What follows belongs to an exercise in optimizing a design on an open flow for small area, a short achievable clock period and few clock cycles per item; a production flow would make more cautious choices.
Function was checked by simulation only, so behaviour that the tests miss may differ from the original.

--- design.v ---
module si7021_unit (
    input  wire        clk,
    input  wire        rst,           
    input  wire        in_valid,
    output wire        in_ready,
    input  wire [7:0]  in_op,
    input  wire [63:0] in_a,
    input  wire [47:0] in_b,
    input  wire [7:0]  in_c,
    input  wire [23:0] in_n,
    output reg         out_valid,
    output reg  [1:0]  out_fault,
    output reg  [63:0] out_r0,
    output reg  [31:0] out_r1
);
    localparam OP_CRC_UPD  = 8'h10;
    localparam OP_CRC_STR  = 8'h11;
    localparam OP_CRC_STEP = 8'h12;
    localparam OP_DEC_ID   = 8'h20;
    localparam OP_DEC_LEN  = 8'h21;
    localparam OP_DEC_ID1  = 8'h22;
    localparam OP_DEC_ID2  = 8'h23;
    localparam OP_DEC_SN   = 8'h24;
    localparam OP_DEC_MOD  = 8'h25;
    localparam OP_DEC_FW   = 8'h26;
    localparam OP_DEC_USER = 8'h28;
    localparam OP_DEC_HTR  = 8'h29;
    localparam OP_HTR_CUR  = 8'h2A;
    localparam OP_ENC_USER = 8'h2B;
    localparam OP_ENC_HTR  = 8'h2C;
    localparam OP_DEC_CFG  = 8'h2D;
    localparam OP_CODE16   = 8'h30;
    localparam OP_CNV_RH   = 8'h31;
    localparam OP_CNV_T    = 8'h32;
    localparam [7:0] VDDS_MASK = 8'h40;
    function [15:0] crc_step;            
        input [7:0] b;
        input [7:0] c;
        reg t;
        reg [7:0] cn;
        begin
            t  = b[7] ^ c[7];
            cn = {c[6:0], 1'b0};
            if (t) cn = cn ^ 8'h31;
            crc_step = {b[6:0], 1'b0, cn};
        end
    endfunction
    function [7:0] crc_update;
        input [7:0] byte_in;
        input [7:0] seed;
        reg [15:0] bc;
        integer i;
        begin
            bc = {byte_in, seed};
            for (i = 0; i < 8; i = i + 1)
                bc = crc_step(bc[15:8], bc[7:0]);
            crc_update = bc[7:0];
        end
    endfunction
    function [7:0] crc_stream;
        input [7:0]  seed;
        input [63:0] list;
        input [3:0]  len;
        reg [7:0] c;
        integer i;
        begin
            c = seed;
            for (i = 0; i < 8; i = i + 1)
                if (i < len)
                    c = crc_update(list[8*i +: 8], c);
            crc_stream = c;
        end
    endfunction
    wire [7:0] n1 = in_n[7:0];
    wire [7:0] n2 = in_n[15:8];
    wire [7:0] n3 = in_n[23:16];
    wire lengths_good = (n1 == 8'd8) && (n2 == 8'd6) && (n3 == 8'd1);
    wire [7:0] g1_acc0 = crc_update(in_a[7:0],   8'h00);
    wire [7:0] g1_acc1 = crc_update(in_a[23:16], g1_acc0);
    wire [7:0] g1_acc2 = crc_update(in_a[39:32], g1_acc1);
    wire [7:0] g1_acc3 = crc_update(in_a[55:48], g1_acc2);
    wire g1bad = (g1_acc0 != in_a[15:8])  || (g1_acc1 != in_a[31:24]) ||
                 (g1_acc2 != in_a[47:40]) || (g1_acc3 != in_a[63:56]);
    wire [7:0] g2_acc0 = crc_update(in_b[15:8],
                                    crc_update(in_b[7:0], 8'h00));
    wire [7:0] g2_acc1 = crc_update(in_b[39:32],
                                    crc_update(in_b[31:24], 8'h00));
    wire g2bad = (g2_acc0 != in_b[23:16]) || (g2_acc1 != in_b[47:40]);
    wire [63:0] serial = {in_b[39:32], in_b[31:24], in_b[15:8], in_b[7:0],
                          in_a[55:48], in_a[39:32], in_a[23:16], in_a[7:0]};
    function [2:0] dev_label;
        input [7:0] m;
        begin
            if (m == 8'h00 || m == 8'hFF) dev_label = 3'd0;
            else if (m == 8'h0D)          dev_label = 3'd1;
            else if (m == 8'h14)          dev_label = 3'd2;
            else if (m == 8'h15)          dev_label = 3'd3;
            else                          dev_label = 3'd4;
        end
    endfunction
    function [1:0] fw_label;
        input [7:0] f;
        begin
            if (f == 8'hFF)      fw_label = 2'd0;
            else if (f == 8'h20) fw_label = 2'd1;
            else                 fw_label = 2'd2;
        end
    endfunction
    wire [63:0] sentinel_sn = {40'hFF_FFFF_FFFF, n3, n2, n1};
    wire [31:0] sentinel_r1 = {5'd0, 3'b100, 2'd0, 2'd2, 1'b0, 3'd5, 8'h00, 8'hFF};
    wire [7:0] u = in_a[7:0];
    wire [1:0] sel = {u[7], u[0]};
    reg  [3:0] hres, tres;
    always @(*) begin
        case (sel)
            2'd0: begin hres = 4'd12; tres = 4'd14; end
            2'd1: begin hres = 4'd8;  tres = 4'd12; end
            2'd2: begin hres = 4'd10; tres = 4'd13; end
            default: begin hres = 4'd11; tres = 4'd11; end
        endcase
    end
    wire htre = u[2];
    wire vdds = (u & VDDS_MASK) != 8'h00;
    function [15:0] heater_current;
        input [3:0] level;
        begin
            heater_current = ({12'd0, level} + 16'd1) * 16'd608 - 16'd299;
        end
    endfunction
    wire [7:0] cfg_h   = in_b[7:0];
    wire [3:0] cfg_lvl = cfg_h[3:0];
    function [15:0] round_q16;
        input signed [31:0] n;
        reg signed [31:0] f;
        reg [15:0] r;
        begin
            f = n >>> 16;
            r = n[15:0];
            if (r < 16'h8000)
                round_q16 = f[15:0];
            else if (r > 16'h8000)
                round_q16 = f[15:0] + 16'd1;
            else if (f[0] == 1'b0)
                round_q16 = f[15:0];
            else
                round_q16 = f[15:0] + 16'd1;
        end
    endfunction
    wire [15:0] raw = in_a[15:0];
    wire signed [31:0] rh_n = $signed({16'd0, raw}) * 32'sd12500 - 32'sd39321600;
    wire signed [31:0] t_n  = $signed({16'd0, raw}) * 32'sd17572 - 32'sd307036160;
    wire [15:0] rh = round_q16(rh_n);
    wire [15:0] t  = round_q16(t_n);
    reg [1:0]  fault;
    reg [63:0] r0;
    reg [31:0] r1;
    always @(*) begin
        fault = 2'd0;
        r0    = 64'd0;
        r1    = 32'd0;
        case (in_op)
            OP_CRC_UPD:  r0[7:0]  = crc_update(in_a[7:0], in_c);
            OP_CRC_STR:  r0[7:0]  = crc_stream(in_c, in_a,
                                               (n1 > 8'd8) ? 4'd8 : n1[3:0]);
            OP_CRC_STEP: r0[15:0] = crc_step(in_a[7:0], in_c);
            OP_DEC_ID: begin
                if (lengths_good) begin
                    r0          = serial;
                    r1[7:0]     = in_b[7:0];
                    r1[15:8]    = in_c;
                    r1[18:16]   = dev_label(in_b[7:0]);
                    r1[21:20]   = fw_label(in_c);
                    r1[26:24]   = {1'b0, g2bad, g1bad};
                    r1[28]      = 1'b1;
                end else begin
                    r0 = sentinel_sn;
                    r1 = sentinel_r1;
                end
            end
            OP_DEC_LEN: begin
                if (lengths_good) begin
                    r1[28] = 1'b1;
                end else begin
                    r0 = sentinel_sn;
                    r1 = sentinel_r1;
                end
            end
            OP_DEC_ID1:  r1[24] = g1bad;
            OP_DEC_ID2:  r1[25] = g2bad;
            OP_DEC_SN:   r0 = serial;
            OP_DEC_MOD: begin
                r1[7:0]   = in_a[7:0];
                r1[18:16] = dev_label(in_a[7:0]);
            end
            OP_DEC_FW: begin
                r1[15:8]  = in_a[7:0];
                r1[21:20] = fw_label(in_a[7:0]);
            end
            OP_DEC_USER: begin
                r0[1:0]   = sel;
                r0[11:8]  = hres;
                r0[19:16] = tres;
                r0[24]    = htre;
                r0[32]    = vdds;
            end
            OP_DEC_HTR:  r0[3:0]  = in_a[3:0];
            OP_HTR_CUR:  r0[15:0] = heater_current(in_a[3:0]);
            OP_ENC_USER: r0[7:0]  = (u & 8'h7E) | {in_c[1], 6'd0, in_c[0]};
            OP_ENC_HTR:  r0[7:0]  = {4'd0, in_a[3:0]};
            OP_DEC_CFG: begin
                r0[3:0]   = hres;
                r0[7:4]   = tres;
                r0[8]     = htre;
                r0[15:12] = cfg_lvl;
                r0[23:16] = u;
                r0[31:24] = cfg_h;
                r0[47:32] = heater_current(cfg_lvl);
                r0[48]    = vdds;
            end
            OP_CODE16:   r0[15:0] = {in_a[7:0], in_a[15:8]};
            OP_CNV_RH:   r0[15:0] = rh;
            OP_CNV_T:    r0[15:0] = t;
            default: begin
                fault   = 2'd3;           
                r0[7:0] = in_op;
            end
        endcase
    end
    assign in_ready = 1'b1;
    always @(posedge clk) begin
        if (rst) begin
            out_valid <= 1'b0;
        end else begin
            out_valid <= in_valid;
        end
        if (in_valid) begin
            out_fault <= fault;
            out_r0    <= r0;
            out_r1    <= r1;
        end
    end
endmodule
--- run.sh ---
#!/bin/bash
# synth_recipe.tcl (not shown) runs the flow's synth.tcl, then flattens the netlist and writes it again
# the make line also repeats each setting of config.mk as NAME=value (left out here)
make -C /OpenROAD-flow-scripts/flow DESIGN_CONFIG=/design/flow/config.mk WORK_HOME=/design/flow/orfs CLKGATE_MAP_FILE= SYNTH_SCRIPT=/design/flow/synth_recipe.tcl finish
--- config.mk ---
export PLATFORM = sky130hd
export DESIGN_NAME = si7021_unit
export DESIGN_NICKNAME = si7021_unit
export VERILOG_FILES = /design/flow/design.v
export SDC_FILE = /design/flow/constraint.sdc
export NUM_CORES = 4
export LEC_CHECK = 0
export CAP_MARGIN = 20
export CORE_MARGIN = 2
export CORE_UTILIZATION = 40
export SLEW_MARGIN = 20
--- constraint.sdc ---
create_clock -name core_clock -period 13.0 [get_ports {clk}]
set_input_delay 2.6000 -clock core_clock [delete_from_list [all_inputs] [get_ports {clk}]]
set_output_delay 2.6000 -clock core_clock [all_outputs]
set_load 0.01 [all_outputs]
==> summary.txt <==
==> area by class of cell <==
cell class,instances,area [um2]
antenna,3,7.51
clock buffer,9,225
clock inverter,7,71.3
fill,4608,24900
inverter,220,826
multi-input combinational,1784,15500
sequential,91,2720
tap,615,769
timing repair buffer,283,2740
==> path summary, 6_finish.rpt <==
check                                  end  cells past startpoint
worst min-delay path  out_r1[17]$_DFFE_PP_                      1
worst max-delay path   out_r0[5]$_DFFE_PP_                     29
==> kinds of logic after synthesis <==
logic type | after synthesis
buf+inv | 301
fa+ha+maj | 315
simple gates | 561
other cells | 2
mux | 25
flops | 91
compound gates | 423
xor+xnor | 452
==> Yosys cell counts, types with 11 or more instances <==
library cell and number:
a211oi_1 17, a21o_1 26, a21oi_1 82, a221o_1 15, a221oi_1 16, a22oi_1 12
a31oi_1 11, and2_1 13, buf_4 12, clkbuf_1 52, edfxtp_1 90, fa_1 77
ha_1 238, inv_1 220, mux2i_1 16, nand2_1 166, nand2b_1 18, nand3_1 37
nand4_1 24, nor2_1 142, nor2b_1 22, nor3_1 39, nor4_1 18, o211ai_1 16
o21ai_0 85, o21bai_1 21, o22ai_1 13, or2_2 11, or3_1 12, xnor2_1 258
xnor2_2 16, xnor3_1 31, xor2_1 126
==> sequential cells by signal, indices dropped and copies added, names as in the netlist <==
name       cells
out_r0        64
out_r1        25
out_fault      1
out_valid      1
==> through the flow <==
stage / cells / setup slack [ns] / area, um2 / util (%)
6_report: 3012 / 1.01 / 22800 / 47.8
5_1_grt: 3011 / 0.491 / 22800 / 47.8
4_1_cts: 3009 / 1.09 / 22800 / 47.8
3_5_place_dp: 2993 / 0.714 / 22500 / 47.2
3_3_place_gp: 2993 / 0.872 / 22500 / 47.2
2_1_floorplan: 2176 / 2.26 / 19400 / -
==> routing by layer <==
metal  vias up  share of wire, %
li1       8020                 -
met1      8279                42
met2       626                47
met3       131               6.9
met4         4               4.1
met5         -             0.031
==> worst max-delay path, delay by kind of cell <==
family	cells	cell delay, ns
mux	2	0.92
compound gates	7	2.02
simple gates	7	2.16
buf+inv	1	0.65
xor+xnor	12	3.74
==> results.py <==
metrics = {
    "routing": {
        "wirelength_um": 71300,
        "dr.pass1.iters": 8,
        "postRouteAntennaNets": 0,
        "vias": 17100,
        "wire_per_inst_um": 23.7,
        "drt_iter0_markers": 1256,
        "route.detailed.drc": 0,
        "routed_via_density": 5.66,
    },
    "clocking": {
        "postCtsSetupRepairBufs": 0,
        "cts_tree": "yes",
        "cts_made_buffers": 9,
        "cts_resized": 0,
        "clk_pin_slew_ns": 0.10,
        "cts.sinks": 91,
        "holdBufCountCts": 0,
        "root_buffer": "clkbuf_16",
        "htree_levels": 3,
        "clock_path_buffers": 2,
    },
    "logic_synthesis": {
        "netlist_instances": 2170,
        "synth_top_area_share_pct": 15.4,
        "synth_fa_ha_area_share_pct": 23.3,
        "yosysWarnings": 1,
        "synth.area.mux_share_pct": 1.56,
        "synth_area_leaders": "ha_1 15%, edfxtp_1 14%, xnor2_1 12%, fa_1 8.0%, xor2_1 5.7%",
        "synth_compound_area_share_pct": 15.4,
        "synth_cell_types": 102,
        "synth-xor-area-share_pct": 24.8,
        "synthArstFlopShare_pct": 0,
        "synth-edff-count": 90,
        "synth_top_cell_by_area": "ha_1",
        "synth.avg_cell_area_um2": 8.93,
        "synth_top_family_by_area": "XOR/XNOR gates",
        "yosys.area_share.simple_pct": 14.6,
        "synthFlopType": "edfxtp_1",
        "synth.cell_area_um2": 19400,
        "ys_seq_elements": 91,
        "ys_seq_area_share_pct": 14.1,
    },
    "global_route": {
        "grt_pass1_vias": 17200,
        "gr-usage-all-layers_pct": 28.2,
        "grt_max_degree": 68,
        "antenna_found_initial": 6,
        "grt_use_met2_pct": 47.1,
        "top_usage_layer": "met2",
        "use_met1_pct": 35.9,
        "overflow": 0,
        "grt_pass1_wl_um": 106000,
        "grtUsageMet3_pct": 5.02,
    },
    "sta": {
        "fin_crit_sh_pct": 92.2,
        "setup_viol": 0,
        "rsz0062_at_grt": "false",
        "setup-tns-final_ns": 0,
        "slew_viol_final": 0,
        "maxSlewHeadroom_pct": 18.5,
        "whs_ns": 2.62,
        "timing.fmax_ghz": 0.0834,
        "fin_crit_ns": 11.99,
        "tightest_slew_ns": 1.22,
        "hold_viol_final": 0,
    },
    "worst_setup_path": {
        "arrival_ns": 12.11,
        "path_class": "in2reg",
        "end_kind": "flop",
        "cp.required_ns": 13.12,
        "cp_max_fo": 11,
        "cp-startpoint": "in_n[0]",
        "slowest_delay_ns": 0.65,
        "critPathLaunchType": "primary input",
        "slowest_stage": "clkdlybuf4s50_1",
        "cp_common_cell": "xnor3_1",
    },
    "cells_and_area": {
        "final_common_cell": "xnor2_1",
        "layout.nets": 2859,
        "area_growth_pct": 17.9,
        "final_cell_mix": "258 x xnor2_1, 245 x clkdlybuf4s50_1, 238 x ha_1",
        "drive_above_1_share_pct": 6.14,
    },
    "die": {
        "die_area_um2": 50200,
        "io_pins": 255,
        "rows": 80,
        "start_util_pct": 40.6,
        "die_y_um": 224,
        "die_w_um": 224,
        "core-area_um2": 47700,
    },
    "status": {
        "status": "finished clean",
    },
    "flow_run": {
        "drv_cap": 0,
    },
    "min_path": {
        "hp-class": "in2reg",
        "hold_start": "in_valid",
    },
    "placed_design": {
        "place_congestion": 0.964,
        "hpwl_um": 58600,
        "io_buffers": 246,
    },
}
Testbench counts, summed over its fixed seeds: cycles 4,808, ops 4,800.

afterwards: timing with drivers on the ports:
Ports are ideal in the flow. The routed layout listed here was re-timed in OpenROAD.
Step 1 (the two cells are an assumption about what drives the block):
set clk [get_ports {clk}]
set_driving_cell -lib_cell sky130_fd_sc_hd__clkbuf_16 $clk
set_driving_cell -lib_cell sky130_fd_sc_hd__buf_2 [delete_from_list [all_inputs] $clk]
Step 2 also shifts input and output timing later by t, the mid clock arrival at the registers, as if the neighbouring blocks saw the same clock.
Slacks: ideal ports / drivers / drivers and shift; pairs: ideal ports / drivers.
t, ns: 0.462
setup slack, ns: 1.015 / 1.052 / 0.591
worst setup path at the end: input to register
latest minus earliest clock arrival (ns): 0.033 / 0.033
slew at the worst register clock pin (ns): 0.10 / 0.10
After both steps this run still meets setup and hold. For this run, drivers alone change the setup slack by +0.037 ns; drivers and shift together by -0.424 ns.
